Background: an optimization exercise with open tools, aiming at small area, a short achievable clock period and few clock cycles. Do not read the settings as production practice.
In this exercise RTL edits were held to simulation tests only and were not proved equivalent to the original.
Power and IR drop assume default switching activity.

## flow/run.sh

```bash
#!/bin/bash
# synth_recipe.tcl (not shown) runs the flow's synth.tcl, then flattens the netlist and writes it again
# the make line also repeats each setting of config.mk as NAME=value (left out here)
make -C /OpenROAD-flow-scripts/flow DESIGN_CONFIG=/design/flow/config.mk WORK_HOME=/design/flow/orfs CLKGATE_MAP_FILE= SYNTH_SCRIPT=/design/flow/synth_recipe.tcl finish
```

## flow/config.mk

```make
export PLATFORM = sky130hd
export DESIGN_NAME = frame_codec
export DESIGN_NICKNAME = frame_codec
export VERILOG_FILES = /design/flow/design.v
export SDC_FILE = /design/flow/constraint.sdc
export NUM_CORES = 4
export LEC_CHECK = 0
export CAP_MARGIN = 20
export CORE_MARGIN = 2
export CORE_UTILIZATION = 40
export SLEW_MARGIN = 20
```

## flow/constraint.sdc

```tcl
create_clock -name core_clock -period 5.0 [get_ports {clk}]
set_input_delay 1.0000 -clock core_clock [delete_from_list [all_inputs] [get_ports {clk}]]
set_output_delay 1.0000 -clock core_clock [all_outputs]
set_load 0.01 [all_outputs]
```

## flow/design.v

```verilog
module frame_codec (
    input  wire        clk,
    input  wire        rst,           
    input  wire        tx_start,
    input  wire [16:0] tx_len,
    output wire        tx_busy,
    output reg  [1:0]  tx_status,
    output reg  [2:0]  tx_cause,
    output reg  [16:0] tx_flen,
    output wire        txpay_re,
    output wire [15:0] txpay_addr,
    input  wire [7:0]  txpay_rdata,
    output reg         txfrm_we,
    output reg  [16:0] txfrm_addr,
    output reg  [7:0]  txfrm_wdata,
    input  wire        rx_start,
    input  wire [16:0] rx_len,
    input  wire        rx_mode,       
    output wire        rx_busy,
    output reg  [2:0]  rx_status,
    output reg  [2:0]  rx_cause,
    output reg  [16:0] rx_consumed,
    output reg  [3:0]  rx_flags,      
    output reg  [1:0]  rx_payidx,
    output reg  [15:0] rx_paylen,
    output reg  [16:0] rx_fsize,
    output reg         rxbuf_re,
    output reg  [16:0] rxbuf_addr,
    input  wire [7:0]  rxbuf_rdata,
    output reg         rxpay_we,
    output reg  [15:0] rxpay_addr,
    output reg  [7:0]  rxpay_wdata
);
    localparam [1:0] TX_NONE = 2'd0, TX_BUSY = 2'd1, TX_OK = 2'd2, TX_FAULT = 2'd3;
    localparam [2:0] RX_NONE = 3'd0, RX_BUSY = 3'd1, RX_NOFRAME = 3'd2, RX_ACCEPT = 3'd3,
                     RX_DISCARD = 3'd4, RX_FAULT = 3'd5;
    localparam [2:0] C_NONE = 3'd0, C_EMPTY = 3'd1, C_TOO_LONG = 3'd2,
                     C_INVALID_CRC = 3'd3, C_INVALID_TERM = 3'd4;
    function [15:0] crc_upd;
        input [15:0] c;
        input [7:0]  b;
        integer i;
        reg [15:0] r;
        begin
            r = c;
            for (i = 7; i >= 0; i = i - 1) begin
                if (r[15] ^ b[i]) r = {r[14:0], 1'b0} ^ 16'h1021;
                else              r = {r[14:0], 1'b0};
            end
            crc_upd = r;
        end
    endfunction
    localparam [2:0] T_IDLE = 3'd0, T_H1 = 3'd1, T_H2 = 3'd2, T_PAY = 3'd3,
                     T_CRCH = 3'd4, T_CRCL = 3'd5, T_TERM = 3'd6, T_FIN = 3'd7;
    reg [2:0]  tx_st;
    reg        tx_long;
    reg        tx_rd;        
    reg        tx_v1;        
    reg [7:0]  tx_d1;
    reg [15:0] tx_crc;
    wire        tx_fault = (tx_len == 17'd0) || tx_len[16];
    wire [16:0] tx_ainc  = txfrm_addr + 17'd1;
    assign tx_busy    = (tx_st != T_IDLE);
    assign txpay_re   = tx_rd;
    assign txpay_addr = txfrm_addr[15:0];
    always @(posedge clk) begin
        txfrm_addr <= tx_busy ? tx_ainc : 17'd0;
        tx_d1      <= txpay_rdata;
        tx_v1      <= tx_rd;
        if (tx_v1) tx_crc <= crc_upd(tx_crc, txpay_rdata);
        if (rst) begin
            tx_st     <= T_IDLE;
            tx_rd     <= 1'b0;
            txfrm_we  <= 1'b0;
            tx_status <= TX_NONE;
            tx_cause  <= C_NONE;
            tx_flen   <= 17'd0;
        end else begin
            case (tx_st)
                T_IDLE: if (tx_start) begin
                    tx_status   <= TX_BUSY;
                    tx_cause    <= (tx_len == 17'd0) ? C_EMPTY : tx_len[16] ? C_TOO_LONG : C_NONE;
                    tx_flen     <= tx_fault ? 17'd0 : {1'b0, tx_len[15:0]};
                    tx_long     <= |tx_len[15:8];
                    tx_crc      <= 16'h0000;
                    txfrm_we    <= !tx_fault;
                    txfrm_wdata <= {7'd1, |tx_len[15:8]};
                    tx_rd       <= !tx_fault;
                    tx_st       <= tx_fault ? T_FIN : T_H1;
                end
                T_H1: begin
                    txfrm_wdata <= tx_long ? tx_flen[15:8] : tx_flen[7:0];
                    tx_st       <= tx_long ? T_H2 : T_PAY;
                end
                T_H2: begin
                    txfrm_wdata <= tx_flen[7:0];
                    tx_st       <= T_PAY;
                end
                T_PAY: begin
                    txfrm_wdata <= tx_long ? tx_d1 : txpay_rdata;
                    if (tx_long ? !tx_v1 : !tx_rd) tx_st <= T_CRCH;
                end
                T_CRCH: begin
                    txfrm_wdata <= tx_crc[15:8];
                    tx_st       <= T_CRCL;
                end
                T_CRCL: begin
                    txfrm_wdata <= tx_crc[7:0];
                    tx_st       <= T_TERM;
                end
                T_TERM: begin
                    txfrm_wdata <= 8'h03;
                    tx_st       <= T_FIN;
                end
                default: begin  
                    txfrm_we  <= 1'b0;
                    tx_status <= txfrm_we ? TX_OK : TX_FAULT;
                    if (txfrm_we) tx_flen <= tx_ainc;
                    tx_st     <= T_IDLE;
                end
            endcase
            if (tx_st != T_IDLE && tx_ainc[15:0] == tx_flen[15:0]) tx_rd <= 1'b0;
        end
    end
    localparam [2:0] D_IDLE = 3'd0, D_M0 = 3'd1, D_M1 = 3'd2, D_HA = 3'd3,
                     D_HB = 3'd4, D_HC = 3'd5, D_SIZE = 3'd6, D_DATA = 3'd7;
    reg [2:0]  rx_st;
    reg        rx_moder;
    reg        rx_pay;       
    reg [15:0] rx_crc;
    assign rx_busy = (rx_st != D_IDLE);
    wire        rx_take   = rx_start && (!rx_len[16] || rx_len[15:0] <= 16'd5);
    wire [16:0] rx_rinc   = rxbuf_addr + 17'd1;
    wire        rx_rstop  = (rx_rinc == rx_fsize);
    wire [16:0] rx_fs     = {1'b0, rx_paylen} + (rx_payidx[0] ? 17'd6 : 17'd5);
    wire [16:0] rx_plend  = {1'b0, rx_paylen} + {15'd0, rx_payidx};
    wire        rx_cmpl   = (rx_fsize >= rx_fs);
    wire        rx_m_s    = (rxbuf_rdata == 8'h02);
    wire        rx_m_l    = (rxbuf_rdata == 8'h03);
    task rx_finish;
        input [2:0]  status;
        input [2:0]  cause;
        begin
            rx_status <= status;
            rx_cause  <= cause;
            rxbuf_re  <= 1'b0;
            rx_st     <= D_IDLE;
        end
    endtask
    always @(posedge clk) begin
        rxbuf_addr  <= rx_busy ? rxbuf_addr + {16'd0, rxbuf_re} : 17'd0;
        rxpay_addr  <= rxpay_we ? rxpay_addr + 16'd1 : 16'd0;
        rxpay_wdata <= rxbuf_rdata;
        rxpay_we    <= 1'b0;
        if (rst) begin
            rx_st       <= D_IDLE;
            rxbuf_re    <= 1'b0;
            rx_pay      <= 1'b0;
            rx_status   <= RX_NONE;
            rx_cause    <= C_NONE;
            rx_consumed <= 17'd0;
            rx_flags    <= 4'd0;
            rx_payidx   <= 2'd0;
            rx_paylen   <= 16'd0;
            rx_fsize    <= 17'd0;
        end else begin
            case (rx_st)
                D_IDLE: if (rx_take) begin
                    rx_fsize    <= rx_len;
                    rx_moder    <= rx_mode;
                    rx_consumed <= 17'd0;
                    rx_payidx   <= 2'd0;
                    rx_paylen   <= 16'd0;
                    rx_flags    <= 4'd0;
                    rx_status   <= RX_BUSY;
                    rx_cause    <= C_NONE;
                    rx_crc      <= 16'h0000;
                    rxbuf_re    <= (rx_len != 17'd0);
                    rx_st       <= D_M0;
                end
                D_M0: begin
                    rxbuf_re <= 1'b0;
                    if (!rxbuf_re) begin
                        rx_fsize <= 17'd0;
                        rx_finish(RX_NOFRAME, C_NONE);
                    end else begin
                        rx_st <= D_M1;
                    end
                end
                D_M1: begin
                    if (!(rx_m_s || rx_m_l) || rx_fsize == 17'd1) begin
                        if (rx_m_s || rx_m_l) rx_payidx <= rx_m_s ? 2'd2 : 2'd3;
                        rx_fsize <= 17'd0;
                        rx_finish(RX_NOFRAME, C_NONE);
                    end else begin
                        rx_payidx <= rx_m_s ? 2'd2 : 2'd3;
                        rxbuf_re  <= 1'b1;
                        rx_st     <= D_HA;
                    end
                end
                D_HA: begin
                    if (rx_rstop) rxbuf_re <= 1'b0;
                    rx_st <= D_HB;
                end
                D_HB: begin
                    if (rx_rstop) rxbuf_re <= 1'b0;
                    if (rx_payidx[0]) begin
                        rx_paylen[15:8] <= rxbuf_rdata;
                        if (!rxbuf_re) begin
                            rx_fsize <= 17'd0;
                            rx_finish(RX_NOFRAME, C_NONE);
                        end else begin
                            rx_st <= D_HC;
                        end
                    end else begin
                        rx_paylen[7:0] <= rxbuf_rdata;
                        rx_st <= D_SIZE;
                    end
                end
                D_HC: begin
                    if (rx_rstop) rxbuf_re <= 1'b0;
                    rx_paylen[7:0] <= rxbuf_rdata;
                    rx_st <= D_SIZE;
                end
                D_SIZE: begin
                    rx_fsize    <= rx_fs;
                    rx_flags[0] <= 1'b1;
                    if (!rx_cmpl) begin
                        rx_finish(RX_NOFRAME, C_NONE);
                    end else begin
                        rx_flags[1] <= 1'b1;
                        rx_consumed <= rx_plend;
                        rx_crc      <= crc_upd(rx_crc, rxbuf_rdata);
                        rxbuf_re    <= 1'b1;
                        rxpay_we    <= |rx_paylen;
                        rx_pay      <= |rx_paylen[15:1];
                        rx_st       <= D_DATA;
                    end
                end
                default: begin  
                    if (rxbuf_re) begin
                        rx_crc   <= crc_upd(rx_crc, rxbuf_rdata);
                        rxpay_we <= rx_pay;
                        if (rx_rstop) rxbuf_re <= 1'b0;
                        if (rxbuf_addr == rx_consumed) rx_pay <= 1'b0;
                    end else begin
                        rx_flags[2] <= (rx_crc == 16'h0000);
                        rx_flags[3] <= (rxbuf_rdata == 8'h03);
                        if (rx_crc != 16'h0000) begin
                            if (!rx_moder) begin
                                rx_consumed <= rx_fsize;
                                rx_finish(RX_DISCARD, C_NONE);
                            end else begin
                                rx_consumed <= 17'd0;
                                rx_finish(RX_FAULT, C_INVALID_CRC);
                            end
                        end else if (rxbuf_rdata != 8'h03) begin
                            rx_consumed <= 17'd0;
                            rx_finish(RX_FAULT, C_INVALID_TERM);
                        end else begin
                            rx_consumed <= rx_fsize;
                            rx_finish(RX_ACCEPT, C_NONE);
                        end
                    end
                end
            endcase
        end
    end
endmodule
```

==> results.txt <==
-- worst max-delay path, cell delays in order, from the launching register on --
cell and delay, ns:
dfxtp_1 0.37, inv_1 0.15, ha_1 0.19, inv_1 0.06, fa_1 0.40, nor2b_1 0.18, or3_4 0.44, nor2_4 0.15
nand3_1 0.11, xor2_1 0.19, ha_1 0.31, a21oi_1 0.12, o21ai_0 0.19, a32o_1 0.26, or2_2 0.39, or4_1 0.52
a21oi_1 0.14
-- cell families (layout without fill, tap and decap cells) --
| logic type | count (synthesis) | in the layout | synth area share [%] |
|---|---|---|---|
| and+or+nand+nor | 506 | 506 | 23.0 |
| AOI/OAI and AO/OA | 248 | 248 | 14.2 |
| DFF | 202 | 202 | 38.5 |
| xor gates and xnor gates | 171 | 171 | 13.4 |
| buffers and inverters | 117 | 290 | 5.10 |
| adders and majority gates | 28 | 28 | 3.27 |
| muxes | 24 | 24 | 2.49 |
| other | 1 | 3 | 0.0336 |
-- power by group through the flow --
stage / Clock (W) / Combinational (W) / Sequential, W
after floorplan: 0 / 0.00158 / 0.00229
after global placement: 0 / 0.00228 / 0.00244
after detailed placement: 0 / 0.00231 / 0.00244
after CTS: 0.00176 / 0.00232 / 0.00241
after global routing: 0.00183 / 0.00258 / 0.00244
final: 0.00173 / 0.00231 / 0.00241
-- cell type report --
cell class	count	area (um^2)
antenna	2	5.00
tap	378	473
timing repair buffer	235	2320
sequential	202	4300
multi-input combinational	978	6340
clock inverter	9	126
inverter	14	52.6
clock buffer	32	639
fill	2682	13400
-- worst max-delay path by stage --
stage,end,depth (start not counted),start,slack (ns)
after floorplan,rx_crc[0]$_SDFFCE_PP0P_,14,rx_payidx[0]$_SDFFE_PP0P_,0.59
after global placement,rx_status[1]$_SDFFE_PP0P_,16,rx_payidx[0]$_SDFFE_PP0P_,0.84
after detailed placement,rx_status[1]$_SDFFE_PP0P_,16,rx_payidx[0]$_SDFFE_PP0P_,0.77
after CTS,rx_status[1]$_SDFFE_PP0P_,16,rx_payidx[0]$_SDFFE_PP0P_,0.75
after global routing,rx_status[1]$_SDFFE_PP0P_,16,rx_payidx[0]$_SDFFE_PP0P_,0.49
final,rx_status[1]$_SDFFE_PP0P_,16,rx_payidx[0]$_SDFFE_PP0P_,0.75
-- flip-flops by register name, indices dropped and copies added, names as in the netlist, 3 cells and up --
name,cells
rx_status,3
rx_paylen,16
rx_crc,16
rxbuf_addr,17
rxpay_wdata,8
rxpay_addr,16
tx_flen,17
tx_d1,8
rx_flags,4
rx_st,3
tx_crc,16
tx_st,3
rx_fsize,17
txfrm_addr,17
txfrm_wdata,8
rx_consumed,17
-- per-layer routing --
| layer | vias up | wire length (um) | global-route usage [%] |
|---|---|---|---|
| li1 | 4910 | - | - |
| met1 | 4715 | 16300 | 33.8 |
| met2 | 318 | 15600 | 36.2 |
| met3 | 63 | 2260 | 3.52 |
| met4 | 0 | 872 | 6.63 |
| met5 | - | 0 | 0 |
-- per-stage QoR --
stage	total power (W)	hold slack [ns]	cell area (um^2)	util, %	setup slack (ns)
floorplan	0.00387	0.404	11200	-	0.592
global placement	0.00472	0.395	13500	48.8	0.839
detailed placement	0.00475	0.392	13500	48.8	0.768
CTS	0.00649	0.398	14300	51.6	0.750
global route	0.00685	0.404	14300	51.6	0.487
finish	0.00645	0.395	14300	51.6	0.750
-- Yosys cell counts, types with 14 or more instances --
library cell  instances
nand2_1              85
inv_1                14
xor2_1               58
o41ai_1              15
nor3_1               42
nand3_1              48
o21ai_0              46
xnor2_1             113
a211oi_1             47
clkbuf_1             40
nor4_1               19
mux2i_1              21
buf_2                28
a21oi_1              82
nor2b_1              25
nor2_1              162
and2_1               29
dfxtp_1             176
nand4_1              32
edfxtp_1             26
ha_1                 26
buf_4                20
a22oi_1              21
==> reports/metrics.cfg <==
[detailed_routing]
drtAntennaViolNets = 0
drt-total-wl_um = 35000
via_per_inst = 5.41
vias = 10000
wl_per_cell_um = 18.9
drt_iter0_drc = 723
route.detailed.drc = 0
first_pass_iters = 5

[worst_hold_path]
hold-path-cell-count = 0
min_to = tx_v1$_DFF_P_
hold_start = tx_rd$_SDFFE_PP0P_
hold_path.class = flip-flop to flip-flop

[logic_synthesis]
syn_inst = 1297
synth_area_per_cell_um2 = 8.61
synth_cell_types = 70
syn-num-nets = 1380
async_flop_share_pct = 0
synth_top_area_share_pct = 31.5
yosysWarningCount = 1
syn-cell-area_um2 = 11200
synth_top_flop_cell = dfxtp_1
netlist_top_cells_area = dfxtp_1 (32%), xnor2_1 (8.9%), edfxtp_1 (7.0%)
synth-edff-count = 26
ys_ff_latch = 202
synth.largest_area_cell = dfxtp_1
ys_seq_area_share_pct = 38.5

[setup_path]
worstSetupStartpointType = flip-flop
cp_max_fo = 12
critPathRequiredTime_ns = 5.44
r2r_cells = 16
critPathArrivalTime_ns = 4.69
critical_path_class = flip-flop to flip-flop
r2r-end = rx_status[1]$_SDFFE_PP0P_
r2r_setup_slack_ns = 0.75
reg2reg_from = rx_payidx[0]$_SDFFE_PP0P_
end_kind = flip-flop

[power]
leakage_nw = 4.94
p_per_area_nw_per_um2 = 452
ir_drop_uv = 341
p_clk_share_pct = 26.7
power_frac_comb_pct = 35.9
p_sw_w = 0.00241
p_int_w = 0.00404
seqPwrFrac_pct = 37.4
p_sw_share_pct = 37.4

[run]
drv_cap = 0

[clock_tree]
cts_root_buffer = clkbuf_16
clkTransAtPathRegs_ns = 0.06
cts_tree = done
clock_sink_count = 202
cts_buffers = 23
cts_hold_buffers = 0
htreeDepth = 1
cts_buffer_depth = 3
cts_resized = 0
clk_latency_ns = 0.51
post_cts_buffers = 0

[place]
portBuffers = 225
post-place-cells = 1807
gp_congestion = 0.893
dp.final_hpwl_um = 26100

[global_route]
grt_pass1_vias = 9424
grt_pass1_wl_um = 54200
grt_usage_pct = 23.4
grt_overflow = 0
grt_max_degree = 61
antenna_found_initial = 1

[floorplan]
dieArea_um2 = 29300
core_area_um2 = 27600
ios = 227
start_util_pct = 40.4
dieHeight_um = 171
core.rowCount = 61
fp.dieW_um = 171

[finish]
drive_gt1_share_pct = 5.17
final_common_cell = clkdlybuf4s50_1
fin_nets = 1537
final_cell_mix = clkdlybuf4s50_1 (224), dfxtp_1 (176), nor2_1 (161)
finalNonFillerCells = 1850
area_growth_pct = 27.7

[sta]
slew_viol_final = 0
rsz0062_at_grt = no
setup_tns_ns = 0
hold_violations = 0
setup_viol = 0
period_share_pct = 85.0
worstMarginPinSlew_ns = 1.01
skew_ns = 0.0110
slew_headroom_pct = 32.3
period_minus_slack_ns = 4.25
fmax_mhz = 235

[run_status]
outcome = finished clean

Testbench counts, summed over its fixed seeds: cycles 43,666.

-- what the ideal ports hide --
In the flow no input, the clock included, has a driving cell. The finished layout below was timed again as built, in two steps. Step 1 (the two cells are an assumption about what drives the block):
set clk [get_ports {clk}]
set_driving_cell -lib_cell sky130_fd_sc_hd__clkbuf_16 $clk
set_driving_cell -lib_cell sky130_fd_sc_hd__buf_2 [delete_from_list [all_inputs] $clk]
Step 2 also shifts input and output timing later by t, the mid clock arrival at the registers, as if the neighbouring blocks saw the same clock. a / b / c = ideal ports / drivers / drivers and shift; a / b = the first two.
t (ns): 0.560
setup slack, ns: 0.750 / 0.750 / 0.750
clock arrival spread, ns: 0.014 / 0.014
worst slew at a driven data input, ns: 0.05
After both steps this run still meets setup and hold. For this run, drivers alone change the setup slack by 0.000 ns; drivers and shift together by 0.000 ns.
